From an optimization exercise on the open Yosys and OpenROAD flow, aimed at small area, a short achievable clock period and few clock cycles per item; shortcuts taken in it are not production practice.
At most, simulation tests tie the RTL to the original design; equivalence was not proved.
Function not checked in run 6: the RTL went through the layout flow alone.

==> flow/design.v (outline; a module is shown in full before it is edited, if it fits) <==
// module fadd_pre: 16 lines
// module fadd_pre_r: 19 lines
// module falign: 10 lines
// module flzc27: 11 lines
// module fadd_x: 38 lines
// module fadd_y: 29 lines
// module fnorm: 23 lines
// module fmul_p: 11 lines
// module fmul_r: 22 lines
// module lfo_pfast: 27 lines
// module lfo_walign: 9 lines
// module lfo_pslow: 44 lines
// module lfo_palign: 14 lines
// module mul24x24: 410 lines
// module lfo_cmul: 179 lines
// module lfo_idx: 35 lines
// module lfo_ss: 23 lines
// module lfo_sintab: 267 lines
// module lfo_tick: 405 lines
module lfo_tick (
    input  wire        clk,
    input  wire        rst,
    input  wire        cmd_valid,
    output wire        cmd_ready,
    input  wire [1:0]  cmd_op,
    input  wire [31:0] cmd_arg,
    input  wire [31:0] cmd_x0,
    input  wire [31:0] cmd_x1,
    output reg         res_valid,
    output reg  [31:0] res_y0,
    output reg  [31:0] res_y1,
    output reg  [31:0] res_mult,
    output reg  [31:0] res_sins,
    output reg  [31:0] res_phase
);
  // ...
==> flow/flow/run.sh <==
#!/bin/bash
set -euo pipefail
MARGIN=$(cat flow/margin.txt)
EXTRA=""
if [[ -f flow/extra.txt ]]; then EXTRA=$(cat flow/extra.txt); fi
bash standard.sh SETUP_SLACK_MARGIN=$MARGIN $EXTRA finish > layout.log 2>&1
==> flow/flow/margin.txt <==
17.7
==> flow/standard.sh <==
#!/bin/bash
# synth_recipe.tcl (not shown) runs the flow's synth.tcl, then flattens the netlist and writes it again
# the make line also repeats each setting of config.mk as NAME=value (left out here)
make -C /OpenROAD-flow-scripts/flow DESIGN_CONFIG=/design/flow/config.mk WORK_HOME=/design/flow/orfs CLKGATE_MAP_FILE= SYNTH_SCRIPT=/design/flow/synth_recipe.tcl "${@:-finish}"
==> flow/config.mk <==
export PLATFORM = sky130hd
export DESIGN_NAME = lfo_tick
export DESIGN_NICKNAME = lfo_tick
export VERILOG_FILES = /design/flow/design.v
export SDC_FILE = /design/flow/constraint.sdc
export NUM_CORES = 8
export LEC_CHECK = 0
export ABC_AREA = 1
export CAP_MARGIN = 20
export CORE_MARGIN = 2
export CORE_UTILIZATION = 30
export CTS_CLUSTER_DIAMETER = 80
export CTS_CLUSTER_SIZE = 30
export SLEW_MARGIN = 20
export SYNTH_MEMORY_MAX_BITS = 65536
==> flow/constraint.sdc <==
create_clock -name core_clock -period 24.0 [get_ports {clk}]
set_input_delay 4.8000 -clock core_clock [delete_from_list [all_inputs] [get_ports {clk}]]
set_output_delay 4.8000 -clock core_clock [all_outputs]
set_load 0.01 [all_outputs]
==> results.toml, run 1 <==
[worst_setup_path]
cp.depth = 1
path_buf_inv = 1
setup.worst_path.end = "cmd_ready"
r2r-start = "pst[0]$_SDFF_PP0_"
slowest_stage = "dfxtp_4"

[route]
drc_errors = 0

[sta]
period_minus_slack_ns = 6.32
slew_viol_final = 0

[synth]
syn_area_um2 = 142000
synth_seq_cells = 1845
synthAdderAreaFrac_pct = 18.9

[layout]
reg_top3 = "gp4 x48, y0p8 x48, y1p8 x48"
mostFrequentLayoutCells = "3532 x nand2_1, 2540 x inv_1, 1655 x dfxtp_1"
ff_latch_area_um2 = 38100
final_common_cell = "nand2_1"
inv_count = 2780
diodes = 15
fin_util_pct = 34.4
multi_input_area_um2 = 92800
layout.nonclk_buf_share_pct = 4.60

[clock_tree]
path_clk_slew_ns = 0.10
cts_sinks = 1845
root_buffer = "clkbuf_16"

[outcome]
run_status = "no timing/DRC/antenna violations"

[place]
portBuffers = 261

[min_path]
min_from = "h5[3]$_DFF_P_"

[grt]
grt_pass1_vias = 128000
use_met1_pct = 28.0
Testbench counts, summed over its fixed seeds: cycles 4,250, items 4,096.
==> inputs of run 2 (changes only) <==
==> flow/flow/extra.txt (new file) <==
REMOVE_ABC_BUFFERS=1
--- a/flow/config.mk
+++ b/flow/config.mk
@@ -11,5 +11,6 @@
 export CORE_UTILIZATION = 30
 export CTS_CLUSTER_DIAMETER = 80
 export CTS_CLUSTER_SIZE = 30
+export PLACE_DENSITY = 0.66
 export SLEW_MARGIN = 20
 export SYNTH_MEMORY_MAX_BITS = 65536
==> results.toml, run 2 <==
[route]
wl_um = 554000
drc_errors = 0
vias = 136000
wl_per_cell_um = 21.7
antenna_left = 0
dr.first_iter.drc_count = 14600
drtPass1Iterations = 9
routed_via_density = 5.31

[synth]
ys.flop_type = "dfxtp_1"
synth_top_area_cell = "dfxtp_1"
avgSynthCellArea_um2 = 7.41
ys_top_cells_by_count = "3620 x nand2_1, 2613 x inv_1, 1747 x dfxtp_1"
synth_seq_cells = 1845
synthXorXnorAreaFrac_pct = 7.44
synth_top_family_by_area = "simple AND/OR/NAND/NOR gates"
yosys.area_share.simple_pct = 20.2
synth_compound_area_share_pct = 16.3
netlist_instances = 19100
yosys_warnings = 5
synthTopCellsByArea = "dfxtp_1 25%, fa_1 13%, nand2_1 9.6%"
synthArstFlopShare_pct = 0
synthAdderAreaFrac_pct = 18.9
syn_area_um2 = 142000
ys_types = 92
yosysSeqAreaShare_pct = 26.8
synthMuxAreaShare_pct = 0.426
synth_most_common_cell = "nand2_1"
synth_top_area_share_pct = 24.7
synth_edf_count = 98

[sta]
fin_tns_setup_ns = 0
slew_viol_final = 0
fin_worst_skew_ns = 0.104
period_minus_slack_ns = 6.41
rsz0062_at_grt = "yes"
worst_slew_pin_slew_ns = 1.29
relSlewSlack_pct = 13.2
whs_ns = 0.281
max_clock_freq_mhz = 156
post-route-period-util_pct = 26.7
finalHoldViolCount = 0
setup_violations = 0

[min_path]
whs_path_depth = 0
min_from = "x12[22]$_DFF_P_"
hp-class = "register to register"
min_to = "x13[22]$_DFF_P_"

[die]
core_area_um2 = 471000
rows = 252
die_area_um2 = 478000
die_y_um = 691
io_pins = 263
die_w_um = 691
initial_core_util_pct = 30.1

[grt]
grt_pass1_vias = 129000
antenna_found_initial = 28
grtUsageTotal_pct = 21.8
grt_first_pass_wirelength_um = 810000
grt-ovfl-total = 0
grt_max_degree = 96

[place]
place_inst = 24900
place.gp.congestion = 1.02
portBuffers = 261
hpwlAfterDp_um = 405000

[layout]
syn2layout_area_growth_pct = 14.4
fin_util_pct = 34.4
final_common_cell = "nand2_1"
fin_cells = 25500
drive_gt1_share_pct = 10.1
reg_top3 = "gp4 x48, y0p8 x48, y1p8 x48"
nFillCells = 49500
mostFrequentLayoutCells = "3514 x nand2_1, 2544 x inv_1, 1653 x dfxtp_1"
nets = 20900

[clock_tree]
numCtsBuffers = 135
clk_latency_ns = 0.96
ctsHoldBuffers = 0
clock_path_buffers = 4
cts_tree = "done"
cts_sinks = 1845
root_buffer = "clkbuf_16"
path_clk_slew_ns = 0.09
htreeDepth = 4

[worst_setup_path]
critPathArrivalTime_ns = 7.16
slowest_stage = "fa_2"
r2r-end = "pst_k$_SDFFE_PP0P_"
worstPathRequired_ns = 24.75
ff2ff_setup_slack_ns = 17.59
worst_setup_path_start_kind = "register"
endpoint_kind = "register"
worstPathMaxFanout = 22
path_class = "register to register"
max_stage_delay_ns = 0.38
r2r-start = "pst[1]$_SDFF_PP0_"
reg2regPathDepth = 46

[run]
drv_cap = 0

[outcome]
run_status = "no timing/DRC/antenna violations"
-- run 2: area by class of cell --
class	instances	area (um^2)	share of cell area [%]
Sequential cell	1845	38100	23.5
Timing Repair inverter	20	118	0.0726
Inverter	2763	10700	6.61
Tap cell	6223	7790	4.81
Antenna cell	17	42.5	0.0263
Clock buffer	150	3540	2.18
Multi-Input combinational cell	13600	93100	57.4
Clock inverter	83	1530	0.942
Timing Repair Buffer	770	7140	4.40
-- run 2: metrics by stage --
stage	worst slack (ns)	instance area (um^2)
CTS	17.58	157000
detailed placement	15.40	150000
finish	17.59	162000
global placement	15.06	150000
global route	17.25	162000
floorplan	14.06	138000
-- run 2: cell families (layout without fill, tap and decap cells) --
kind of cell	Yosys count	in the layout
buf+inv	3659	3786
xor+xnor	1203	1203
simple gates	6752	6769
compound gates	3996	4001
fa+ha+maj	1609	1609
mux	59	59
other cells	1	18
flops	1845	1845
-- run 2: worst max path at each step --
stage / start / to / slack (ns) / depth (start not counted)
global placement: pst[0]$_SDFF_PP0_ / pst_k$_SDFFE_PP0P_ / 15.06 / 44
global route: pst[1]$_SDFF_PP0_ / pst_k$_SDFFE_PP0P_ / 17.25 / 46
detailed placement: pst[0]$_SDFF_PP0_ / pst_k$_SDFFE_PP0P_ / 15.40 / 44
finish: pst[1]$_SDFF_PP0_ / pst_k$_SDFFE_PP0P_ / 17.59 / 46
floorplan: n2[0]$_DFF_P_ / ss3[25]$_SDFF_PP1_ / 14.06 / 29
CTS: pst[0]$_SDFF_PP0_ / pst_k$_SDFFE_PP0P_ / 17.58 / 46
-- run 2: repair_timing --
action,CTS,global route
cloned,28,39
gates resized for setup,1154,716
pin swaps,38,169
setup endpoints to repair,361,187
setup buffers,67,187
-- run 2: critical path, delay by kind of cell (launching register included) --
family	cells	cell delay (ns)
AND/OR/NAND/NOR	23	2.73
XOR/XNOR	1	0.08
flip-flops	1	0.35
buffers and inverters	14	1.49
adder cells (fa/ha/maj)	2	0.52
AO/OA/AOI/OAI	6	1.07
-- run 2: routing by layer --
metal	GRT usage (%)	share of wire, %
met5	0	0.033
met4	11.1	6.4
met3	4.60	9.4
met2	35.0	44
met1	27.6	40
==> inputs of run 3 (changes only) <==
==> flow/flow/margin.txt (replaced) <==
18.0
--- a/flow/config.mk
+++ b/flow/config.mk
@@ -11,6 +11,5 @@
 export CORE_UTILIZATION = 30
 export CTS_CLUSTER_DIAMETER = 80
 export CTS_CLUSTER_SIZE = 30
-export PLACE_DENSITY = 0.66
 export SLEW_MARGIN = 20
 export SYNTH_MEMORY_MAX_BITS = 65536
==> results.toml, run 3 <==
[sta]
relSlewSlack_pct = 13.8
max_clock_freq_mhz = 157
setup_violations = 0
fin_worst_skew_ns = 0.0715
worst_slew_pin_slew_ns = 1.29
post-route-period-util_pct = 26.5
slew_viol_final = 0
period_minus_slack_ns = 6.35
rsz0062_at_grt = "yes"
worst_slack_ns = 17.65
finalHoldViolCount = 0
fin_tns_setup_ns = 0

[route]
dr.first_iter.drc_count = 14800
drtPass1Iterations = 8
drc_errors = 0
vias = 138000
routed_via_density = 5.35
wl_per_cell_um = 22.3
wl_um = 576000
antenna_left = 0

[synth]
yosysSeqAreaShare_pct = 26.8
synthXorXnorAreaFrac_pct = 7.44
synth_top_area_share_pct = 24.7
yosys.area_share.simple_pct = 20.2
synthAdderAreaFrac_pct = 18.9
synth_edf_count = 98
synth_seq_cells = 1845
syn_area_um2 = 142000
synth_most_common_cell = "nand2_1"
yosys_warnings = 5
synthMuxAreaShare_pct = 0.426
ys_types = 92
synthTopCellsByArea = "dfxtp_1 25%, fa_1 13%, nand2_1 9.6%"
avgSynthCellArea_um2 = 7.41
synthArstFlopShare_pct = 0
ys_top_cells_by_count = "3620 x nand2_1, 2613 x inv_1, 1747 x dfxtp_1"
netlist_instances = 19100
synth_compound_area_share_pct = 16.3
synth_top_area_cell = "dfxtp_1"
ys.flop_type = "dfxtp_1"
synth_top_family_by_area = "simple AND/OR/NAND/NOR gates"

[grt]
use_met1_pct = 28.3
grt_pass1_vias = 130000
grt-ovfl-total = 0
grt_max_degree = 95
grt_first_pass_wirelength_um = 831000
antenna_found_initial = 36
grtUsageTotal_pct = 22.5
grt_busiest_layer = "met2"
use_met2_pct = 36.3
grt_use_met3_pct = 4.65

[worst_setup_path]
path_delay_family = "flip-flops"
worstPathMaxFanout = 1
r2r-start = "m7[5]$_SDFF_PP0_"
critPathLaunch = "res_phase[25]$_DFF_P_"
r2r-end = "y1p8[47]$_DFF_P_"
cp.depth = 1
slowest_stage = "dfxtp_4"
path_buf_inv = 1
path_class = "register to primary output"
worstPathRequired_ns = 19.20
worst_setup_path_start_kind = "register"
path_cells = "buf_6"
endpoint_kind = "primary output"
ff2ff_setup_slack_ns = 17.89
reg2regPathDepth = 21
max_stage_delay_ns = 0.47
setup.worst_path.end = "res_phase[25]"
critPathArrivalTime_ns = 1.55

[layout]
syn2layout_area_growth_pct = 18.8
final_common_cell = "nand2_1"
nets = 21200
mostFrequentLayoutCells = "3468 x nand2_1, 2500 x inv_1, 1567 x dfxtp_1"
drive_gt1_share_pct = 13.6
reg_top3 = "gp4 x48, y0p8 x48, y1p8 x48"

[clock_tree]
numCtsBuffers = 125
root_buffer = "clkbuf_16"
path_clk_slew_ns = 0.10
cts_tree = "done"
clk_latency_ns = 0.99
htreeDepth = 3
ctsHoldBuffers = 0
cts_sinks = 1845
clock_path_buffers = 4

[run]
drv_cap = 0

[die]
die_y_um = 691
die_area_um2 = 478000
die_w_um = 691
core_area_um2 = 471000
rows = 252
initial_core_util_pct = 30.1
io_pins = 263

[min_path]
hp-class = "register to register"
min_from = "ss7[6]$_DFF_P_"

[place]
post-place-ws_ns = 15.61
place.gp.congestion = 1.03
hpwlAfterDp_um = 412000
portBuffers = 261

[outcome]
run_status = "no timing/DRC/antenna violations"
-- run 3: cell counts after synthesis --
No cell type changed its count.
-- run 3: timing repair --
item / 4_1_cts / 5_1_grt
cloned: 54 / 47
pin swaps: 96 / 363
gates resized for setup: 1654 / 1135
setup endpoints to repair: 396 / 358
endpoints found under the hold margin: 0 / 0
setup buffers: 147 / 342
-- run 3: layout make-up --
class,instances,area [um^2]
multi-input combinational,13600,95300
clock inverter,86,1900
timing repair buffer,1049,10800
fill,49200,302000
timing repair inverter,21,134
inverter,2763,10900
tap,6223,7790
sequential,1845,38300
clock buffer,136,3230
antenna,20,50.0
-- run 3: cells by family (layout without fill, tap and decap cells) --
kind of cell | count (synthesis) | in the layout
AND/OR/NAND/NOR | 6752 | 6770
AO/OA/AOI/OAI | 3996 | 4003
buffers and inverters | 3659 | 4055
flip-flops | 1845 | 1845
adder cells (fa/ha/maj) | 1609 | 1609
XOR/XNOR | 1203 | 1203
multiplexers | 59 | 59
other | 1 | 21
-- run 3: per-layer routing --
| layer | vias up | wire length [um] |
|---|---|---|
| met5 | - | 273 |
| met4 | 24 | 37900 |
| met3 | 1832 | 54900 |
| met2 | 7124 | 257000 |
| met1 | 65400 | 226000 |
| li1 | 63500 | - |
-- run 3: worst min path at each step --
| stage | end | slack [ns] | cells past startpoint |
|---|---|---|---|
| 3_5_place_dp | h3[26]$_DFF_P_ | 0.31 | 0 |
| 3_3_place_gp | h7[24]$_DFF_P_ | 0.31 | 0 |
| 5_1_grt | ss8[6]$_DFF_P_ | 0.26 | 0 |
| 4_1_cts | ss8[6]$_DFF_P_ | 0.26 | 0 |
| 2_1_floorplan | gsg4$_DFF_P_ | 0.31 | 0 |
| 6_report | ss8[6]$_DFF_P_ | 0.28 | 0 |
-- run 3: stage by stage --
step | cell area, um^2 | utilization (%) | hold slack [ns] | std cells
after global placement | 150000 | 32.0 | 0.310 | 25000
after floorplan | 138000 | - | 0.310 | 18200
after detailed placement | 150000 | 32.0 | 0.312 | 25000
after global routing | 168000 | 35.8 | 0.264 | 25800
after CTS | 160000 | 34.1 | 0.262 | 25400
final | 168000 | 35.8 | 0.283 | 25800
==> inputs of run 4 (changes only) <==
==> flow/flow/margin.txt (replaced) <==
17.7
==> results.toml, run 4 <==
[outcome]
run_status = "no timing/DRC/antenna violations"

[die]
io_pins = 263
die_area_um2 = 478000
die_y_um = 691
rows = 252
die_w_um = 691
core_area_um2 = 471000
initial_core_util_pct = 30.1

[synth]
synthArstFlopShare_pct = 0
synth_top_area_share_pct = 24.7
netlist_instances = 19100
synth_seq_cells = 1845
avgSynthCellArea_um2 = 7.41
synth_top_area_cell = "dfxtp_1"
syn_area_um2 = 142000
ys_types = 92
yosysSeqAreaShare_pct = 26.8
synthTopCellsByArea = "dfxtp_1 25%, fa_1 13%, nand2_1 9.6%"
synth_edf_count = 98
synth_most_common_cell = "nand2_1"
ys_top_cells_by_count = "3620 x nand2_1, 2613 x inv_1, 1747 x dfxtp_1"
ys.flop_type = "dfxtp_1"
yosys_warnings = 5

[route]
wl_met2_um = 253000
antenna_left = 0
drtPass1Iterations = 9
wl_um = 562000
met3WireLength_um = 49100
wl_per_cell_um = 22.0
top_layer = "met5"
routedLengthMet1_um = 225000
routed_via_density = 5.31
drc_errors = 0
vias = 135000
dr.first_iter.drc_count = 13900

[sta]
finalHoldViolCount = 0
setup_violations = 0
fin_tns_setup_ns = 0
whs_ns = 0.280
slew_viol_final = 0
fin_worst_skew_ns = 0.0686
rsz0062_at_grt = "yes"
period_minus_slack_ns = 6.35
post-route-period-util_pct = 26.5
worst_slew_pin_slew_ns = 1.27
max_clock_freq_mhz = 157
relSlewSlack_pct = 15.3

[grt]
grt_max_degree = 95
grt-ovfl-total = 0
grtUsageTotal_pct = 22.2
grt_pass1_vias = 128000
antenna_found_initial = 29
grt_first_pass_wirelength_um = 819000

[worst_setup_path]
path_cells = "buf_6"
max_stage_delay_ns = 0.47
worst_setup_path_start_kind = "register"
endpoint_kind = "primary output"
reg2regPathDepth = 47
slowest_stage = "dfxtp_4"
path_class = "register to primary output"
path_buf_inv = 1
worstPathMaxFanout = 1
cp.depth = 1
worstPathRequired_ns = 19.20
critPathArrivalTime_ns = 1.55
path_delay_family = "flip-flops"

[layout]
drive_gt1_share_pct = 9.91
final_common_cell = "nand2_1"
nets = 20900
multi_input_area_um2 = 92500
nFillCells = 49900
mostFrequentLayoutCells = "3535 x nand2_1, 2545 x inv_1, 1624 x dfxtp_1"
syn2layout_area_growth_pct = 14.4
fin_util_pct = 34.4
reg_top3 = "gp4 x48, y0p8 x48, y1p8 x48"
ff_latch_area_um2 = 38200

[clock_tree]
cts_tree = "done"
path_clk_slew_ns = 0.10
htreeDepth = 3
cts_sinks = 1845
clk_latency_ns = 0.99
root_buffer = "clkbuf_16"
clock_path_buffers = 4
numCtsBuffers = 125

[place]
place.gp.congestion = 1.03
hpwlAfterDp_um = 412000
portBuffers = 261

[min_path]
hp-class = "register to register"
whs_path_depth = 0

[run]
drv_cap = 0
## run 4: cell counts after synthesis
No cell type changed its count.
## run 4: cells by family (layout without fill, tap and decap cells)
kind of cell	count (synthesis)	in the layout	share of synthesized area [%]
and+or+nand+nor	6752	6763	20.2
AOI/OAI and AO/OA	3996	4003	16.3
buffers and inverters	3659	3807	9.93
DFF	1845	1845	26.8
adders and majority gates	1609	1609	18.9
xor gates and xnor gates	1203	1203	7.44
muxes	59	59	0.426
other	1	17	0.00265
## run 4: path summary, 6_finish.rpt
kind / slack (ns) / to / startpoint
setup / recovery: 17.65 / res_phase[24] / res_phase[24]$_DFF_P_
hold / removal: 0.28 / ss8[6]$_DFF_P_ / ss7[6]$_DFF_P_
setup reg to reg: 17.82 / pst_k$_SDFFE_PP0P_ / pst[0]$_SDFF_PP0_
hold reg to reg: 0.28 / ss8[6]$_DFF_P_ / ss7[6]$_DFF_P_
## run 4: timing repair
item | CTS | global route
endpoints found under the setup margin | 361 | 236
hold buffers | 0 | 0
pin swaps | 29 | 119
cloned | 30 | 35
setup buffers | 63 | 206
resized for setup | 1256 | 604
## run 4: stage by stage
step	instances	setup WS [ns]	instance area, um^2
after floorplan	18200	14.06	138000
final	25500	17.65	162000
after global routing	25500	17.45	162000
after detailed placement	25000	15.61	150000
after global placement	25000	15.35	150000
after CTS	25300	17.53	158000
## run 4: routing by layer
| layer | track usage [%] | vias to the layer above |
|---|---|---|
| met4 | 11.4 | 8 |
| met2 | 35.9 | 6433 |
| li1 | - | 62900 |
| met5 | 0 | - |
| met3 | 4.12 | 1631 |
| met1 | 28.1 | 64500 |
## run 4: layout make-up
cell class / instances / share of cell area, %
antenna: 16 / 0.0247
clock buffer: 136 / 1.99
clock inverter: 86 / 1.17
inverter: 2763 / 6.61
multi-input combinational: 13600 / 57.0
sequential: 1845 / 23.5
tap: 6223 / 4.80
timing repair buffer: 804 / 4.78
timing repair inverter: 18 / 0.0656
==> inputs of run 5 (changes only) <==
--- a/flow/config.mk
+++ b/flow/config.mk
@@ -9,6 +9,7 @@
 export CAP_MARGIN = 20
 export CORE_MARGIN = 2
 export CORE_UTILIZATION = 30
+export CTS_BUF_LIST = sky130_fd_sc_hd__clkbuf_4 sky130_fd_sc_hd__clkbuf_8 sky130_fd_sc_hd__clkbuf_16
 export CTS_CLUSTER_DIAMETER = 80
 export CTS_CLUSTER_SIZE = 30
 export SLEW_MARGIN = 20
==> results.toml, run 5 <==
[outcome]
run_status = "no timing/DRC/antenna violations"

[place]
portBuffers = 261
place_area_um2 = 150000
post-place-ws_ns = 15.61
hpwlAfterDp_um = 412000
place.gp.congestion = 1.03

[worst_setup_path]
worst_setup_path_start_kind = "register"
path_delay_family = "flip-flops"
path_class = "register to primary output"
worstPathRequired_ns = 19.20
slowest_stage = "dfxtp_4"
worstPathMaxFanout = 1
endpoint_kind = "primary output"
path_cells = "buf_6"
path_buf_inv = 1
critPathArrivalTime_ns = 1.55
max_stage_delay_ns = 0.47

[clock_tree]
path_clk_slew_ns = 0.10
clk_latency_ns = 0.99
htreeDepth = 3
numCtsBuffers = 125
clock_path_buffers = 4
cts_sinks = 1845
root_buffer = "clkbuf_16"
ctsHoldBuffers = 0
cts_tree = "done"

[sta]
rsz0062_at_grt = "yes"
post-route-period-util_pct = 26.5
finalHoldViolCount = 0
max_clock_freq_mhz = 157
period_minus_slack_ns = 6.35
fin_tns_setup_ns = 0
setup_violations = 0
worst_slew_pin_slew_ns = 1.27
relSlewSlack_pct = 15.3
fin_worst_skew_ns = 0.0707
worst_slack_ns = 17.65
slew_viol_final = 0

[grt]
antenna_found_initial = 29
grt_busiest_layer = "met2"
use_met2_pct = 35.9
grt_use_met3_pct = 4.12
grtUsageTotal_pct = 22.2
grt-ovfl-total = 0
grt_pass1_vias = 128000
use_met1_pct = 28.1
grt_max_degree = 95
grt_first_pass_wirelength_um = 819000

[route]
dr.first_iter.drc_count = 13900
wl_um = 562000
wl_per_cell_um = 22.0
drtPass1Iterations = 7
vias = 135000
antenna_left = 0
drc_errors = 0
routed_via_density = 5.30

[die]
core_area_um2 = 471000
io_pins = 263
initial_core_util_pct = 30.1
die_w_um = 691
rows = 252
die_y_um = 691
die_area_um2 = 478000

[min_path]
hp-class = "register to register"

[layout]
drive_gt1_share_pct = 9.94
reg_top3 = "gp4 x48, y0p8 x48, y1p8 x48"
nFillCells = 49900
nets = 20900
syn2layout_area_growth_pct = 14.4
fin_area_um2 = 162000
mostFrequentLayoutCells = "3535 x nand2_1, 2545 x inv_1, 1625 x dfxtp_1"
final_common_cell = "nand2_1"

[synth]
synthArstFlopShare_pct = 0
synth_top_area_share_pct = 24.7
synth_top_area_cell = "dfxtp_1"
avgSynthCellArea_um2 = 7.41
yosysSeqAreaShare_pct = 26.8
synth_edf_count = 98
ys.flop_type = "dfxtp_1"
netlist_instances = 19100
syn_area_um2 = 142000
synthTopCellsByArea = "dfxtp_1 25%, fa_1 13%, nand2_1 9.6%"
ys_types = 92
synth_seq_cells = 1845
synth_most_common_cell = "nand2_1"
ys_top_cells_by_count = "3620 x nand2_1, 2613 x inv_1, 1747 x dfxtp_1"
yosys_warnings = 5

[run]
drv_cap = 0
## run 5: cell counts after synthesis
Identical to the previous run, type by type.
## run 5: path summary, 6_finish.rpt
path / start / to / slack (ns) / cells after the start
max: res_phase[24]$_DFF_P_ / res_phase[24] / 17.65 / 1
min: ss7[6]$_DFF_P_ / ss8[6]$_DFF_P_ / 0.28 / 0
max reg2reg: pst[0]$_SDFF_PP0_ / pst_k$_SDFFE_PP0P_ / 17.82 / 47
min reg2reg: ss7[6]$_DFF_P_ / ss8[6]$_DFF_P_ / 0.28 / 0
## run 5: routing by layer
metal / wire length (um) / vias up / part of all wire (%)
met5: 53 / - / 0.0094
met4: 35800 / 8 / 6.4
met3: 49700 / 1704 / 8.9
met2: 252000 / 6588 / 45
met1: 225000 / 64100 / 40
li1: - / 62900 / -
## run 5: cell type report
type	count	area, um^2	area share (%)
inverter	2763	10700	6.61
tap	6223	7790	4.80
sequential	1845	38200	23.5
clock buffer	136	3260	2.01
timing repair buffer	804	7740	4.77
timing repair inverter	18	106	0.0656
multi-input combinational	13600	92500	57.0
clock inverter	86	1900	1.17
antenna	15	37.5	0.0231
## run 5: kinds of logic after synthesis
group / count (synthesis) / synth area share [%]
XOR/XNOR: 1203 / 7.44
buffers and inverters: 3659 / 9.93
other: 1 / 0.00265
adder cells (fa/ha/maj): 1609 / 18.9
flip-flops: 1845 / 26.8
AND/OR/NAND/NOR: 6752 / 20.2
multiplexers: 59 / 0.426
AO/OA/AOI/OAI: 3996 / 16.3
## run 5: per-stage QoR
stage	util, %	instances	hold WS [ns]
3_5_place_dp	32.0	25000	0.312
5_1_grt	34.4	25500	0.264
4_1_cts	33.5	25300	0.268
3_3_place_gp	32.0	25000	0.310
6_report	34.4	25500	0.282
2_1_floorplan	-	18200	0.310
## run 5: worst register-to-register path: cells and delay by family (launching register included)
family                     cells  cell delay [ns]
AOI/OAI and AO/OA              7             1.25
xor gates and xnor gates       1             0.08
adders and majority gates      3             0.80
buffers and inverters         16             1.53
DFF                            1             0.37
and+or+nand+nor               20             2.04
## run 5: repair_timing
action	CTS	global route
gates resized for setup	1255	604
pin swaps	29	119
setup buffers	63	206
cloned	30	35
endpoints found under the setup margin	361	236
==> module fmul_p, before the edit <==
module fmul_p (
    input  wire signed [9:0]  ea,
    input  wire [23:0]        ma,
    input  wire signed [9:0]  eb,
    input  wire [23:0]        mb,
    output wire [47:0]        p,
    output wire signed [10:0] e0       
);
    mul24x24 u_m (.a(ma), .b(mb), .p(p));
    assign e0 = ea + eb - 11'sd127;
endmodule
==> module fmul_r, before the edit <==
module fmul_r (
    input  wire               s,
    input  wire [47:0]        p,
    input  wire signed [10:0] e0,
    output wire [31:0]        y,
    output wire [30:0]        pre,     
    output wire               rnd,
    output wire               ovf
);
    wire        sb  = (e0 < 11'sd1);
    wire [4:0]  k   = (e0 < -11'sd26) ? 5'd27 : (5'd1 - e0[4:0]);
    wire [4:0]  sh  = sb ? k : {4'd0, p[47]};
    wire [26:0] wv  = p[47:21];
    wire [26:0] ws  = wv >> sh;
    wire        sts = ws[0] | (|(wv & ~(27'h7FFFFFF << sh))) | (|p[20:0]);
    assign      rnd = ws[1] & (sts | ws[2]);
    wire [7:0]  ef  = sb ? {7'd0, ws[25]} : (e0[7:0] + {7'd0, p[47]});
    assign      pre = {ef, ws[24:2]};
    wire [30:0] mag = pre + {30'd0, rnd};
    assign      ovf = ~sb & ((e0 + {10'd0, p[47]}) >= 11'sd255);
    assign y = ovf ? {s, 8'hFF, 23'd0} : {s, mag};
endmodule
==> module lfo_tick, before the edit <==
module lfo_tick (
    input  wire        clk,
    input  wire        rst,
    input  wire        cmd_valid,
    output wire        cmd_ready,
    input  wire [1:0]  cmd_op,
    input  wire [31:0] cmd_arg,
    input  wire [31:0] cmd_x0,
    input  wire [31:0] cmd_x1,
    output reg         res_valid,
    output reg  [31:0] res_y0,
    output reg  [31:0] res_y1,
    output reg  [31:0] res_mult,
    output reg  [31:0] res_sins,
    output reg  [31:0] res_phase
);
    localparam [1:0] OP_TICK  = 2'd0;
    localparam [1:0] OP_PINC  = 2'd1;
    localparam [1:0] OP_PHASE = 2'd2;
    localparam [31:0] ONE_F      = 32'h3F800000;
    localparam [30:0] TWO_PI_M   = 31'h40C90FDB;
    localparam [31:0] QNAN       = 32'h7FC00000;
    localparam [2:0] P_IDLE = 3'd0;    
    localparam [2:0] P_WAIT = 3'd1;    
    localparam [2:0] P_G1   = 3'd2;    
    localparam [2:0] P_G2   = 3'd3;    
    localparam [2:0] P_G3   = 3'd4;    
    localparam [2:0] P_AL   = 3'd5;    
    reg  [2:0]  pst;
    reg         rdy;
    reg         cv;
    reg  [1:0]  c_op;
    reg  [31:0] c_arg, c_x0, c_x1;
    assign cmd_ready = rdy;
    wire acc = cmd_valid & rdy;
    wire go  = cv & (pst == P_IDLE);
    wire go_tick = go & (c_op == OP_TICK);
    reg  [2:0]  pst_n;
    wire cv_n = acc | (cv & ~go);
    always @(posedge clk) begin
        if (rdy) begin
            c_op  <= cmd_op;
            c_arg <= cmd_arg;
            c_x0  <= cmd_x0;
            c_x1  <= cmd_x1;
        end
        if (rst) begin
            cv  <= 1'b0;
            rdy <= 1'b1;
        end else begin
            cv  <= cv_n;
            rdy <= ~cv_n | (pst_n == P_IDLE);
        end
    end
    reg  [31:0] phase, pinc;
    reg  [25:0] par;       
    reg         pst_k;     
    reg         pswp;      
    reg         pok;       
    wire [31:0] pf_y;
    wire [1:0]  pf_k;
    wire        pf_ge, pf_ovf;
    lfo_pfast u_pf (.a(pswp ? pinc : phase), .ar(par), .st(pst_k), .y(pf_y), .k(pf_k), .ge(pf_ge), .ovf(pf_ovf));
    reg         pwr;
    wire [31:0] omg_w;
    wire ps_ge = ~omg_w[31] & (omg_w[30:0] >= TWO_PI_M) & ~((&omg_w[30:23]) & (|omg_w[22:0]));
    wire [25:0] al_ar;
    wire        al_st, al_swp, al_ok;
    wire go_pinc  = go & (c_op == OP_PINC);
    wire go_phase = go & (c_op == OP_PHASE);
    lfo_palign u_al (.p(go_phase ? c_arg : phase), .q(go_pinc ? c_arg : pinc), .ar(al_ar), .st(al_st),
                     .pswp(al_swp), .ok(al_ok));
    reg [31:0] phase_n, pinc_n;
    always @(*) begin
        pst_n   = pst;
        phase_n = phase;
        pinc_n  = pinc;
        case (pst)
            P_IDLE: begin
                if (cv) begin
                    case (c_op)
                        OP_TICK: begin
                            if (pok) begin
                                phase_n = pf_y;
                                pst_n   = pf_ge ? P_WAIT : (pswp ? P_AL : P_IDLE);
                            end else begin
                                pst_n   = P_WAIT;
                            end
                        end
                        OP_PINC:  pinc_n  = c_arg;
                        OP_PHASE: phase_n = c_arg;
                        default: ;
                    endcase
                end
            end
            P_WAIT: pst_n = P_G1;
            P_G1:   pst_n = P_G2;
            P_G2:   pst_n = P_G3;
            P_G3: begin
                phase_n = omg_w;
                pst_n   = (~pwr & ps_ge) ? P_G1 : P_AL;
            end
            default: pst_n = P_IDLE;
        endcase
    end
    wire [25:0] par_k = (pf_k == 2'd0) ? par :
                        (pf_k == 2'd1) ? {1'b0, par[25:1]} : {2'b00, par[25:2]};
    wire        pst_kk = pst_k | ((pf_k != 2'd0) & par[0]) | ((pf_k == 2'd2) & par[1]);
    always @(posedge clk) begin
        if (rst) begin
            pst   <= P_IDLE;
            phase <= 32'h00000000;
            pinc  <= 32'h00000000;
            pok   <= 1'b1;
            pswp  <= 1'b0;
            par   <= 26'd0;
            pst_k <= 1'b0;
            pwr   <= 1'b0;
        end else begin
            if (go_tick)
                pwr <= pok;                        
            else if (pst == P_G3)
                pwr <= 1'b1;
            pst   <= pst_n;
            phase <= phase_n;
            pinc  <= pinc_n;
            if ((pst == P_AL) | go_pinc | go_phase) begin
                par   <= al_ar;
                pst_k <= al_st;
                pswp  <= al_swp;
                pok   <= al_ok;
            end else if (go_tick & pok) begin
                par   <= par_k;
                pst_k <= pst_kk;
                pok   <= ~pf_ovf;
            end
        end
    end
    reg [31:0] h1, h2, h3, h4, h5, h6, h7;
    always @(posedge clk) begin
        h1 <= phase;
        h2 <= h1;
        h3 <= h2;
        h4 <= h3;
        h5 <= h4;
        h6 <= h5;
        h7 <= h6;
    end
    reg v1, v2, v3, v4, v5, v6, v7, v8;
    always @(posedge clk) begin
        if (rst) begin
            v1 <= 1'b0; v2 <= 1'b0; v3 <= 1'b0; v4 <= 1'b0;
            v5 <= 1'b0; v6 <= 1'b0; v7 <= 1'b0; v8 <= 1'b0;
            res_valid <= 1'b0;
        end else begin
            v1 <= go_tick; v2 <= v1; v3 <= v2; v4 <= v3;
            v5 <= v4; v6 <= v5; v7 <= v6; v8 <= v7;
            res_valid <= v8;
        end
    end
    reg s1, s2, s3, s4, s5, s6, s7, s8;
    reg r1, r2, r3, r4, r5, r6, r7, r8;
    wire        ph_nz = |phase[30:23];
    wire [47:0] prod;
    lfo_cmul u_cm (.a({ph_nz, phase[22:0]}), .p(prod));
    reg [25:0] pr1;
    reg        lz1, sg1, sp1;
    reg [7:0]  e1;
    reg [31:0] g1, x01, x11;
    always @(posedge clk) begin
        pr1 <= prod[47:22];
        lz1 <= ~(|phase[21:0]);           
        e1  <= {phase[30:24], phase[23] | ~ph_nz};
        sg1 <= phase[31];
        sp1 <= &phase[30:23];
        g1  <= c_arg;
        x01 <= c_x0;
        x11 <= c_x1;
        s1  <= ~pok;
        r1  <= pok & pf_ge;
    end
    wire [9:0] n_w;
    wire       bad_w;
    lfo_idx u_idx (.pr(pr1), .lz(lz1), .e(e1), .sgn(sg1), .spec(sp1), .n(n_w), .bad(bad_w));
    wire       oswp_w;
    wire [4:0] odd_w;
    wire       bor1 = (pst == P_G1);
    wire [31:0] ob1 = pwr ? 32'hC0C90FDB : pinc;
    wire [31:0] oa1 = bor1 ? phase : ONE_F;
    wire [31:0] nb1 = bor1 ? {~ob1[31], ob1[30:0]} : g1;      
    fadd_pre u_op (.a(oa1), .b({~nb1[31], nb1[30:0]}), .swp(oswp_w), .dd(odd_w));
    reg [9:0]  n2;
    reg        sg2, bad2, oswp2;
    reg [4:0]  odd2;
    reg [31:0] g2, x02, x12;
    always @(posedge clk) begin
        n2    <= n_w;
        sg2   <= sg1;
        bad2  <= bad_w;
        oswp2 <= oswp_w;
        odd2  <= odd_w;
        g2    <= nb1;
        x02   <= x01;
        x12   <= x11;
        s2    <= s1;
        r2    <= r1;
    end
    wire [31:0] ss_w;
    lfo_ss u_ss (.n(n2), .sgn(sg2), .bad(bad2), .ss(ss_w));
    wire [27:0] oa_s;
    wire [4:0]  oa_lz;
    wire [7:0]  oa_el;
    wire        oa_sg, oa_sub, oa_nan, oa_inf, oa_infs, oa_zs;
    fadd_x u_oa (.a((pst == P_G2) ? phase : ONE_F), .b({~g2[31], g2[30:0]}), .swp(oswp2), .dd(odd2), .s(oa_s), .lz(oa_lz),
                 .el(oa_el), .sg(oa_sg), .sub(oa_sub), .nan(oa_nan), .inf(oa_inf), .infs(oa_infs),
                 .zs(oa_zs));
    wire signed [9:0] ge_w;
    wire [23:0] gm_w;
    wire        gnan_w, ginf_w, gzero_w;
    fnorm u_gn (.a(g2), .e(ge_w), .m(gm_w), .nan(gnan_w), .inf(ginf_w), .zero(gzero_w));
    reg [31:0] ss3, x03, x13;
    reg [27:0] oa_s3;
    reg [4:0]  oa_lz3;
    reg [7:0]  oa_el3;
    reg        oa_sg3, oa_sub3, oa_nan3, oa_inf3, oa_infs3, oa_zs3;
    reg signed [9:0] ge3;
    reg [23:0] gm3;
    reg        gs3, gnan3, ginf3, gzero3;
    always @(posedge clk) begin
        ss3      <= ss_w;
        x03      <= x02;
        x13      <= x12;
        oa_s3    <= oa_s;
        oa_lz3   <= oa_lz;
        oa_el3   <= oa_el;
        oa_sg3   <= oa_sg;
        oa_sub3  <= oa_sub;
        oa_nan3  <= oa_nan;
        oa_inf3  <= oa_inf;
        oa_infs3 <= oa_infs;
        oa_zs3   <= oa_zs;
        ge3      <= ge_w;
        gm3      <= gm_w;
        gs3      <= g2[31];
        gnan3    <= gnan_w;
        ginf3    <= ginf_w;
        gzero3   <= gzero_w;
        s3       <= s2;
        r3       <= r2;
    end
    wire [47:0]        gp_w;
    wire signed [10:0] ge0_w;
    fmul_p u_gp (.ea(ge3), .ma(gm3), .eb({2'b00, ss3[30:23]}), .mb({1'b1, ss3[22:0]}),
                 .p(gp_w), .e0(ge0_w));
    wire ss_nan  = &ss3[30:23];
    wire ss_zero = ~(|ss3[30:0]);
    fadd_y u_of (.s(oa_s3), .lz(oa_lz3), .el(oa_el3), .sg(oa_sg3), .sub(oa_sub3), .nan(oa_nan3),
                 .inf(oa_inf3), .infs(oa_infs3), .zs(oa_zs3), .y(omg_w));
    reg [47:0]        gp4;
    reg signed [10:0] ge04;
    reg               gsg4, gqn4, gin4, gzr4;
    reg [31:0]        ss4, omg4, x04, x14;
    always @(posedge clk) begin
        gp4  <= gp_w;
        ge04 <= ge0_w;
        gsg4 <= gs3;
        gqn4 <= gnan3 | ss_nan | (ginf3 & ss_zero);
        gin4 <= ginf3;
        gzr4 <= gzero3 | ss_zero;
        ss4  <= ss3;
        omg4 <= omg_w;
        x04  <= x03;
        x14  <= x13;
        s4   <= s3;
        r4   <= r3;
    end
    wire [31:0] gsr_w;
    wire [30:0] gs_pre;
    wire        gs_rnd, gs_ovf;
    fmul_r u_gr (.s(gsg4), .p(gp4), .e0(ge04), .y(gsr_w), .pre(gs_pre), .rnd(gs_rnd), .ovf(gs_ovf));
    wire [31:0] gs_w = gqn4 ? QNAN :
                       gin4 ? {gsg4, 8'hFF, 23'd0} :
                       gzr4 ? {gsg4, 31'd0} :
                       gsr_w;
    wire       mswp_w;
    wire [4:0] mdd_w;
    fadd_pre_r u_mp (.a(omg4), .pre(gs_pre), .rnd(gs_rnd), .spec(gqn4 | gin4 | gzr4 | gs_ovf),
                     .swp(mswp_w), .dd(mdd_w));
    reg [31:0] gs5, omg5, ss5, x05, x15;
    reg        mswp5;
    reg [4:0]  mdd5;
    always @(posedge clk) begin
        gs5   <= gs_w;
        omg5  <= omg4;
        mswp5 <= mswp_w;
        mdd5  <= mdd_w;
        ss5   <= ss4;
        x05   <= x04;
        x15   <= x14;
        s5    <= s4;
        r5    <= r4 | ((pst == P_G3) & ~pwr & ps_ge);
    end
    wire [27:0] ma_s;
    wire [4:0]  ma_lz;
    wire [7:0]  ma_el;
    wire        ma_sg, ma_sub, ma_nan, ma_inf, ma_infs, ma_zs;
    fadd_x u_ma (.a(omg5), .b(gs5), .swp(mswp5), .dd(mdd5), .s(ma_s), .lz(ma_lz), .el(ma_el),
                 .sg(ma_sg), .sub(ma_sub), .nan(ma_nan), .inf(ma_inf), .infs(ma_infs), .zs(ma_zs));
    reg [27:0] ma_s6;
    reg [4:0]  ma_lz6;
    reg [7:0]  ma_el6;
    reg        ma_sg6, ma_sub6, ma_nan6, ma_inf6, ma_infs6, ma_zs6;
    reg [31:0] ss6, x06, x16;
    always @(posedge clk) begin
        ma_s6    <= ma_s;
        ma_lz6   <= ma_lz;
        ma_el6   <= ma_el;
        ma_sg6   <= ma_sg;
        ma_sub6  <= ma_sub;
        ma_nan6  <= ma_nan;
        ma_inf6  <= ma_inf;
        ma_infs6 <= ma_infs;
        ma_zs6   <= ma_zs;
        ss6      <= ss5;
        x06      <= x05;
        x16      <= x15;
        s6       <= s5;
        r6       <= r5;
    end
    wire [31:0] m_w;
    fadd_y u_mf (.s(ma_s6), .lz(ma_lz6), .el(ma_el6), .sg(ma_sg6), .sub(ma_sub6), .nan(ma_nan6),
                 .inf(ma_inf6), .infs(ma_infs6), .zs(ma_zs6), .y(m_w));
    wire signed [9:0] x0e_w, x1e_w;
    wire [23:0] x0m_w, x1m_w;
    wire        x0nan_w, x0inf_w, x0zero_w, x1nan_w, x1inf_w, x1zero_w;
    fnorm u_x0n (.a(x06), .e(x0e_w), .m(x0m_w), .nan(x0nan_w), .inf(x0inf_w), .zero(x0zero_w));
    fnorm u_x1n (.a(x16), .e(x1e_w), .m(x1m_w), .nan(x1nan_w), .inf(x1inf_w), .zero(x1zero_w));
    reg [31:0] m7, ss7;
    reg signed [9:0] x0e7, x1e7;
    reg [23:0] x0m7, x1m7;
    reg        x0s7, x1s7, x0nan7, x0inf7, x0zero7, x1nan7, x1inf7, x1zero7;
    always @(posedge clk) begin
        m7      <= m_w;
        ss7     <= ss6;
        x0e7    <= x0e_w;
        x1e7    <= x1e_w;
        x0m7    <= x0m_w;
        x1m7    <= x1m_w;
        x0s7    <= x06[31];
        x1s7    <= x16[31];
        x0nan7  <= x0nan_w;
        x0inf7  <= x0inf_w;
        x0zero7 <= x0zero_w;
        x1nan7  <= x1nan_w;
        x1inf7  <= x1inf_w;
        x1zero7 <= x1zero_w;
        s7      <= s6;
        r7      <= r6;
    end
    wire m_nan  = (&m7[30:23]) & (|m7[22:0]);
    wire m_inf  = (&m7[30:23]) & ~(|m7[22:0]);
    wire m_zero = ~(|m7[30:0]);
    wire [47:0]        y0p_w, y1p_w;
    wire signed [10:0] y0e_w, y1e_w;
    fmul_p u_y0p (.ea(x0e7), .ma(x0m7), .eb({2'b00, m7[30:23]}), .mb({1'b1, m7[22:0]}),
                  .p(y0p_w), .e0(y0e_w));
    fmul_p u_y1p (.ea(x1e7), .ma(x1m7), .eb({2'b00, m7[30:23]}), .mb({1'b1, m7[22:0]}),
                  .p(y1p_w), .e0(y1e_w));
    reg [47:0]        y0p8, y1p8;
    reg signed [10:0] y0e8, y1e8;
    reg               y0s8, y1s8, y0qn8, y1qn8, y0in8, y1in8, y0zr8, y1zr8;
    reg [31:0]        m8, ss8;
    always @(posedge clk) begin
        y0p8  <= y0p_w;
        y1p8  <= y1p_w;
        y0e8  <= y0e_w;
        y1e8  <= y1e_w;
        y0s8  <= x0s7 ^ m7[31];
        y1s8  <= x1s7 ^ m7[31];
        y0qn8 <= x0nan7 | m_nan | (x0inf7 & m_zero) | (x0zero7 & m_inf);
        y1qn8 <= x1nan7 | m_nan | (x1inf7 & m_zero) | (x1zero7 & m_inf);
        y0in8 <= x0inf7 | m_inf;
        y1in8 <= x1inf7 | m_inf;
        y0zr8 <= x0zero7 | m_zero;
        y1zr8 <= x1zero7 | m_zero;
        m8    <= m7;
        ss8   <= ss7;
        s8    <= s7;
        r8    <= r7;
    end
    wire [31:0] y0r_w, y1r_w;
    fmul_r u_y0r (.s(y0s8), .p(y0p8), .e0(y0e8), .y(y0r_w), .pre(), .rnd(), .ovf());
    fmul_r u_y1r (.s(y1s8), .p(y1p8), .e0(y1e8), .y(y1r_w), .pre(), .rnd(), .ovf());
    always @(posedge clk) begin
        res_y0   <= y0qn8 ? QNAN : y0in8 ? {y0s8, 8'hFF, 23'd0} : y0zr8 ? {y0s8, 31'd0} : y0r_w;
        res_y1   <= y1qn8 ? QNAN : y1in8 ? {y1s8, 8'hFF, 23'd0} : y1zr8 ? {y1s8, 31'd0} : y1r_w;
        res_mult <= m8;
        res_sins <= ss8;
        case ({r8, s8})
            2'b00:   res_phase <= h7;
            2'b11:   res_phase <= phase;
            default: res_phase <= h3;
        endcase
    end
endmodule
==> inputs of run 6 (changes only) <==
--- a/flow/design.v
+++ b/flow/design.v
@@ -149,15 +149,20 @@
     input  wire [23:0]        ma,
     input  wire signed [9:0]  eb,
     input  wire [23:0]        mb,
-    output wire [47:0]        p,
+    output wire [26:0]        p,       
+    output wire               pst,     
     output wire signed [10:0] e0       
 );
-    mul24x24 u_m (.a(ma), .b(mb), .p(p));
+    wire [47:0] pf;
+    mul24x24 u_m (.a(ma), .b(mb), .p(pf));
+    assign p   = pf[47:21];
+    assign pst = |pf[20:0];
     assign e0 = ea + eb - 11'sd127;
 endmodule
 module fmul_r (
     input  wire               s,
-    input  wire [47:0]        p,
+    input  wire [26:0]        p,       
+    input  wire               pst,     
     input  wire signed [10:0] e0,
     output wire [31:0]        y,
     output wire [30:0]        pre,     
@@ -166,15 +171,15 @@
 );
     wire        sb  = (e0 < 11'sd1);
     wire [4:0]  k   = (e0 < -11'sd26) ? 5'd27 : (5'd1 - e0[4:0]);
-    wire [4:0]  sh  = sb ? k : {4'd0, p[47]};
-    wire [26:0] wv  = p[47:21];
+    wire [4:0]  sh  = sb ? k : {4'd0, p[26]};
+    wire [26:0] wv  = p;
     wire [26:0] ws  = wv >> sh;
-    wire        sts = ws[0] | (|(wv & ~(27'h7FFFFFF << sh))) | (|p[20:0]);
+    wire        sts = ws[0] | (|(wv & ~(27'h7FFFFFF << sh))) | pst;
     assign      rnd = ws[1] & (sts | ws[2]);
-    wire [7:0]  ef  = sb ? {7'd0, ws[25]} : (e0[7:0] + {7'd0, p[47]});
+    wire [7:0]  ef  = sb ? {7'd0, ws[25]} : (e0[7:0] + {7'd0, p[26]});
     assign      pre = {ef, ws[24:2]};
     wire [30:0] mag = pre + {30'd0, rnd};
-    assign      ovf = ~sb & ((e0 + {10'd0, p[47]}) >= 11'sd255);
+    assign      ovf = ~sb & ((e0 + {10'd0, p[26]}) >= 11'sd255);
     assign y = ovf ? {s, 8'hFF, 23'd0} : {s, mag};
 endmodule
 module lfo_pfast (
@@ -1435,20 +1440,23 @@
         s3       <= s2;
         r3       <= r2;
     end
-    wire [47:0]        gp_w;
+    wire [26:0]        gp_w;
+    wire               gpst_w;
     wire signed [10:0] ge0_w;
     fmul_p u_gp (.ea(ge3), .ma(gm3), .eb({2'b00, ss3[30:23]}), .mb({1'b1, ss3[22:0]}),
-                 .p(gp_w), .e0(ge0_w));
+                 .p(gp_w), .pst(gpst_w), .e0(ge0_w));
     wire ss_nan  = &ss3[30:23];
     wire ss_zero = ~(|ss3[30:0]);
     fadd_y u_of (.s(oa_s3), .lz(oa_lz3), .el(oa_el3), .sg(oa_sg3), .sub(oa_sub3), .nan(oa_nan3),
                  .inf(oa_inf3), .infs(oa_infs3), .zs(oa_zs3), .y(omg_w));
-    reg [47:0]        gp4;
+    reg [26:0]        gp4;
+    reg               gpst4;
     reg signed [10:0] ge04;
     reg               gsg4, gqn4, gin4, gzr4;
     reg [31:0]        ss4, omg4, x04, x14;
     always @(posedge clk) begin
         gp4  <= gp_w;
+        gpst4 <= gpst_w;
         ge04 <= ge0_w;
         gsg4 <= gs3;
         gqn4 <= gnan3 | ss_nan | (ginf3 & ss_zero);
@@ -1464,7 +1472,7 @@
     wire [31:0] gsr_w;
     wire [30:0] gs_pre;
     wire        gs_rnd, gs_ovf;
-    fmul_r u_gr (.s(gsg4), .p(gp4), .e0(ge04), .y(gsr_w), .pre(gs_pre), .rnd(gs_rnd), .ovf(gs_ovf));
+    fmul_r u_gr (.s(gsg4), .p(gp4), .pst(gpst4), .e0(ge04), .y(gsr_w), .pre(gs_pre), .rnd(gs_rnd), .ovf(gs_ovf));
     wire [31:0] gs_w = gqn4 ? QNAN :
                        gin4 ? {gsg4, 8'hFF, 23'd0} :
                        gzr4 ? {gsg4, 31'd0} :
@@ -1547,19 +1555,23 @@
     wire m_nan  = (&m7[30:23]) & (|m7[22:0]);
     wire m_inf  = (&m7[30:23]) & ~(|m7[22:0]);
     wire m_zero = ~(|m7[30:0]);
-    wire [47:0]        y0p_w, y1p_w;
+    wire [26:0]        y0p_w, y1p_w;
+    wire               y0pst_w, y1pst_w;
     wire signed [10:0] y0e_w, y1e_w;
     fmul_p u_y0p (.ea(x0e7), .ma(x0m7), .eb({2'b00, m7[30:23]}), .mb({1'b1, m7[22:0]}),
-                  .p(y0p_w), .e0(y0e_w));
+                  .p(y0p_w), .pst(y0pst_w), .e0(y0e_w));
     fmul_p u_y1p (.ea(x1e7), .ma(x1m7), .eb({2'b00, m7[30:23]}), .mb({1'b1, m7[22:0]}),
-                  .p(y1p_w), .e0(y1e_w));
-    reg [47:0]        y0p8, y1p8;
+                  .p(y1p_w), .pst(y1pst_w), .e0(y1e_w));
+    reg [26:0]        y0p8, y1p8;
+    reg               y0pst8, y1pst8;
     reg signed [10:0] y0e8, y1e8;
     reg               y0s8, y1s8, y0qn8, y1qn8, y0in8, y1in8, y0zr8, y1zr8;
     reg [31:0]        m8, ss8;
     always @(posedge clk) begin
         y0p8  <= y0p_w;
         y1p8  <= y1p_w;
+        y0pst8 <= y0pst_w;
+        y1pst8 <= y1pst_w;
         y0e8  <= y0e_w;
         y1e8  <= y1e_w;
         y0s8  <= x0s7 ^ m7[31];
@@ -1576,8 +1588,8 @@
         r8    <= r7;
     end
     wire [31:0] y0r_w, y1r_w;
-    fmul_r u_y0r (.s(y0s8), .p(y0p8), .e0(y0e8), .y(y0r_w), .pre(), .rnd(), .ovf());
-    fmul_r u_y1r (.s(y1s8), .p(y1p8), .e0(y1e8), .y(y1r_w), .pre(), .rnd(), .ovf());
+    fmul_r u_y0r (.s(y0s8), .p(y0p8), .pst(y0pst8), .e0(y0e8), .y(y0r_w), .pre(), .rnd(), .ovf());
+    fmul_r u_y1r (.s(y1s8), .p(y1p8), .pst(y1pst8), .e0(y1e8), .y(y1r_w), .pre(), .rnd(), .ovf());
     always @(posedge clk) begin
         res_y0   <= y0qn8 ? QNAN : y0in8 ? {y0s8, 8'hFF, 23'd0} : y0zr8 ? {y0s8, 31'd0} : y0r_w;
         res_y1   <= y1qn8 ? QNAN : y1in8 ? {y1s8, 8'hFF, 23'd0} : y1zr8 ? {y1s8, 31'd0} : y1r_w;
--- a/flow/config.mk
+++ b/flow/config.mk
@@ -9,7 +9,6 @@
 export CAP_MARGIN = 20
 export CORE_MARGIN = 2
 export CORE_UTILIZATION = 30
-export CTS_BUF_LIST = sky130_fd_sc_hd__clkbuf_4 sky130_fd_sc_hd__clkbuf_8 sky130_fd_sc_hd__clkbuf_16
 export CTS_CLUSTER_DIAMETER = 80
 export CTS_CLUSTER_SIZE = 30
 export SLEW_MARGIN = 20
==> results.toml, run 6 <==
[sta]
rsz0062_at_grt = "yes"
relSlewSlack_pct = 19.8
finalHoldViolCount = 0
max_clock_freq_mhz = 160
post-route-period-util_pct = 26.1
fin_worst_skew_ns = 0.0943
worst_slew_pin_slew_ns = 1.19
worst_slack_ns = 17.74
fin_tns_setup_ns = 0
period_minus_slack_ns = 6.26
slew_viol_final = 0
setup_violations = 0

[worst_setup_path]
endpoint_kind = "primary output"
reg2regPathDepth = 24
path_class = "register to primary output"
worstPathMaxFanout = 1
worst_setup_path_start_kind = "register"
critPathArrivalTime_ns = 1.46
worstPathRequired_ns = 19.20
path_buf_inv = 1
path_delay_family = "flip-flops"
path_cells = "buf_6"
r2r-end = "y1p8[20]$_DFF_P_"
slowest_stage = "dfxtp_2"
r2r-start = "m7[13]$_SDFF_PP0_"
ff2ff_setup_slack_ns = 17.80
max_stage_delay_ns = 0.38

[route]
dr.first_iter.drc_count = 14100
drtPass1Iterations = 9
routed_via_density = 5.28
wl_um = 564000
wl_per_cell_um = 21.7
drc_errors = 0
antenna_left = 0
vias = 137000

[place]
place.gp.congestion = 1.02
hpwlAfterDp_um = 413000
portBuffers = 261
post-place-ws_ns = 15.02

[clock_tree]
clk_latency_ns = 0.97
htreeDepth = 3
root_buffer = "clkbuf_16"
cts_tree = "done"
clock_path_buffers = 4
cts_sinks = 1785
numCtsBuffers = 115
path_clk_slew_ns = 0.11

[layout]
drive_gt1_share_pct = 10.4
multi_input_area_um2 = 93900
nFillCells = 50200
nets = 21300
final_common_cell = "nand2_1"
mostFrequentLayoutCells = "3689 x nand2_1, 2610 x inv_1, 1567 x dfxtp_1"
ff_latch_area_um2 = 36900
syn2layout_area_growth_pct = 14.6

[die]
die_area_um2 = 479000
initial_core_util_pct = 30.1
die_w_um = 692
die_y_um = 692
io_pins = 263
core_area_um2 = 471000
rows = 252

[synth]
avgSynthCellArea_um2 = 7.29
synth_top_area_cell = "dfxtp_1"
synthTopCellsByArea = "dfxtp_1 24%, fa_1 13%, nand2_1 10%"
yosys_warnings = 5
synth_seq_cells = 1785
ys_types = 94
yosysSeqAreaShare_pct = 25.9
netlist_instances = 19500
synth_top_area_share_pct = 23.8
syn_area_um2 = 142000
ys.flop_type = "dfxtp_1"
ys_top_cells_by_count = "3768 x nand2_1, 2692 x inv_1, 1687 x dfxtp_1"
synthArstFlopShare_pct = 0
synth_most_common_cell = "nand2_1"
synth_edf_count = 98

[outcome]
run_status = "no timing/DRC/antenna violations"

[min_path]
min_from = "h2[12]$_DFF_P_"
whs_path_depth = 0
hp-class = "register to register"
min_to = "h3[12]$_DFF_P_"

[grt]
grtUsageTotal_pct = 22.3
grt_pass1_vias = 131000
grt_first_pass_wirelength_um = 828000
grt_max_degree = 100
antenna_found_initial = 34
grt-ovfl-total = 0

[run]
drv_cap = 0
## run 6: worst max path at each step
stage / slack [ns] / depth (start not counted) / start / end
after global placement: 14.88 / 35 / c_op[1]$_DFFE_PP_ / pst_k$_SDFFE_PP0P_
after detailed placement: 15.02 / 39 / c_op[1]$_DFFE_PP_ / pst_k$_SDFFE_PP0P_
after CTS: 17.56 / 44 / pst[1]$_SDFF_PP0_ / pst_k$_SDFFE_PP0P_
after global routing: 17.62 / 36 / pst[1]$_SDFF_PP0_ / par[0]$_SDFFE_PP0P_
after floorplan: 14.38 / 28 / c_op[1]$_DFFE_PP_ / par[2]$_SDFFE_PP0P_
final: 17.74 / 1 / res_sins[26]$_DFF_P_ / res_sins[26]
## run 6: cell type report
| class | count | share of cell area (%) |
|---|---|---|
| flip-flops and latches | 1785 | 22.7 |
| multi-input cells | 14000 | 57.7 |
| diodes | 26 | 0.0400 |
| inverters | 2836 | 6.79 |
| clock buffers | 132 | 1.85 |
| clock inverters | 74 | 0.940 |
| well taps | 6223 | 4.78 |
| repair buffers | 881 | 5.12 |
| repair inverters | 25 | 0.101 |
## run 6: metrics by stage
stage | std cells | util [%] | cell area [um^2] | hold slack [ns]
6_report | 25900 | 34.6 | 163000 | 0.285
5_1_grt | 25900 | 34.5 | 163000 | 0.306
4_1_cts | 25600 | 33.5 | 158000 | 0.294
3_5_place_dp | 25300 | 32.0 | 151000 | 0.312
3_3_place_gp | 25300 | 32.0 | 151000 | 0.310
2_1_floorplan | 18600 | - | 138000 | 0.310
## run 6: routing by layer
| metal | vias to the layer above | GRT usage (%) | wire length, um | part of all wire [%] |
|---|---|---|---|---|
| met1 | 64600 | 28.1 | 226000 | 40 |
| met2 | 6588 | 36.1 | 251000 | 45 |
| met4 | 24 | 11.7 | 36400 | 6.5 |
| met3 | 1661 | 4.33 | 50400 | 8.9 |
| li1 | 64000 | - | - | - |
| met5 | - | 0 | 230 | 0.041 |
## run 6: cells by family (layout without fill, tap and decap cells)
family	count (synthesis)	in the layout	share of synthesized area [%]
AND/OR/NAND/NOR	7211	7220	21.7
XOR/XNOR	1165	1165	7.20
other	1	27	0.00264
adder cells (fa/ha/maj)	1610	1610	18.9
AO/OA/AOI/OAI	3910	3913	15.9
flip-flops	1785	1785	25.9
buffers and inverters	3734	3948	10.1
multiplexers	53	53	0.374
## run 6: what timing repair did
item / 4_1_cts / 5_1_grt
gates cloned: 30 / 40
hold endpoints to repair: 0 / 0
pin swaps: 35 / 155
resized for setup: 1247 / 669
setup endpoints to repair: 357 / 191
setup buffers: 95 / 242
hold buffers: 0 / 0

port drivers added, routing unchanged:
How much do the figures lean on ideal ports? The routed layouts below were timed once more, with nothing changed but the port constraints. Step 1 sets driving cells, clkbuf_16 on the clock port and buf_2 on the other inputs (assumed; they add their load-dependent delay and slew). Step 2 adds t to the input delays and takes it off the output delays; t is the mean of the earliest and latest rising clock arrival at the registers after step 1. Input paths then give back, and output paths get back, about the clock's delay inside the block. Three values: no drivers, after step 1, after step 2; two values: the first two.
run | t (ns) | setup slack, ns | clock arrival spread, ns
run 1 | 1.054 | 17.678 / 17.550 / 17.455 | 0.125 / 0.125
run 2 | 1.021 | 17.593 / 17.593 / 17.064 | 0.111 / 0.110
run 3 | 1.078 | 17.650 / 17.525 / 17.504 | 0.085 / 0.085
run 4 | 1.078 | 17.649 / 17.524 / 17.541 | 0.089 / 0.089
run 5 | 1.077 | 17.650 / 17.524 / 17.529 | 0.089 / 0.090
run 6 | 1.043 | 17.735 / 17.612 / 17.790 | 0.099 / 0.099
After both steps every run listed still meets setup and hold. The setup slack of run 2, which loses most, moves by 0.000 ns with the drivers and by -0.529 ns with both steps.
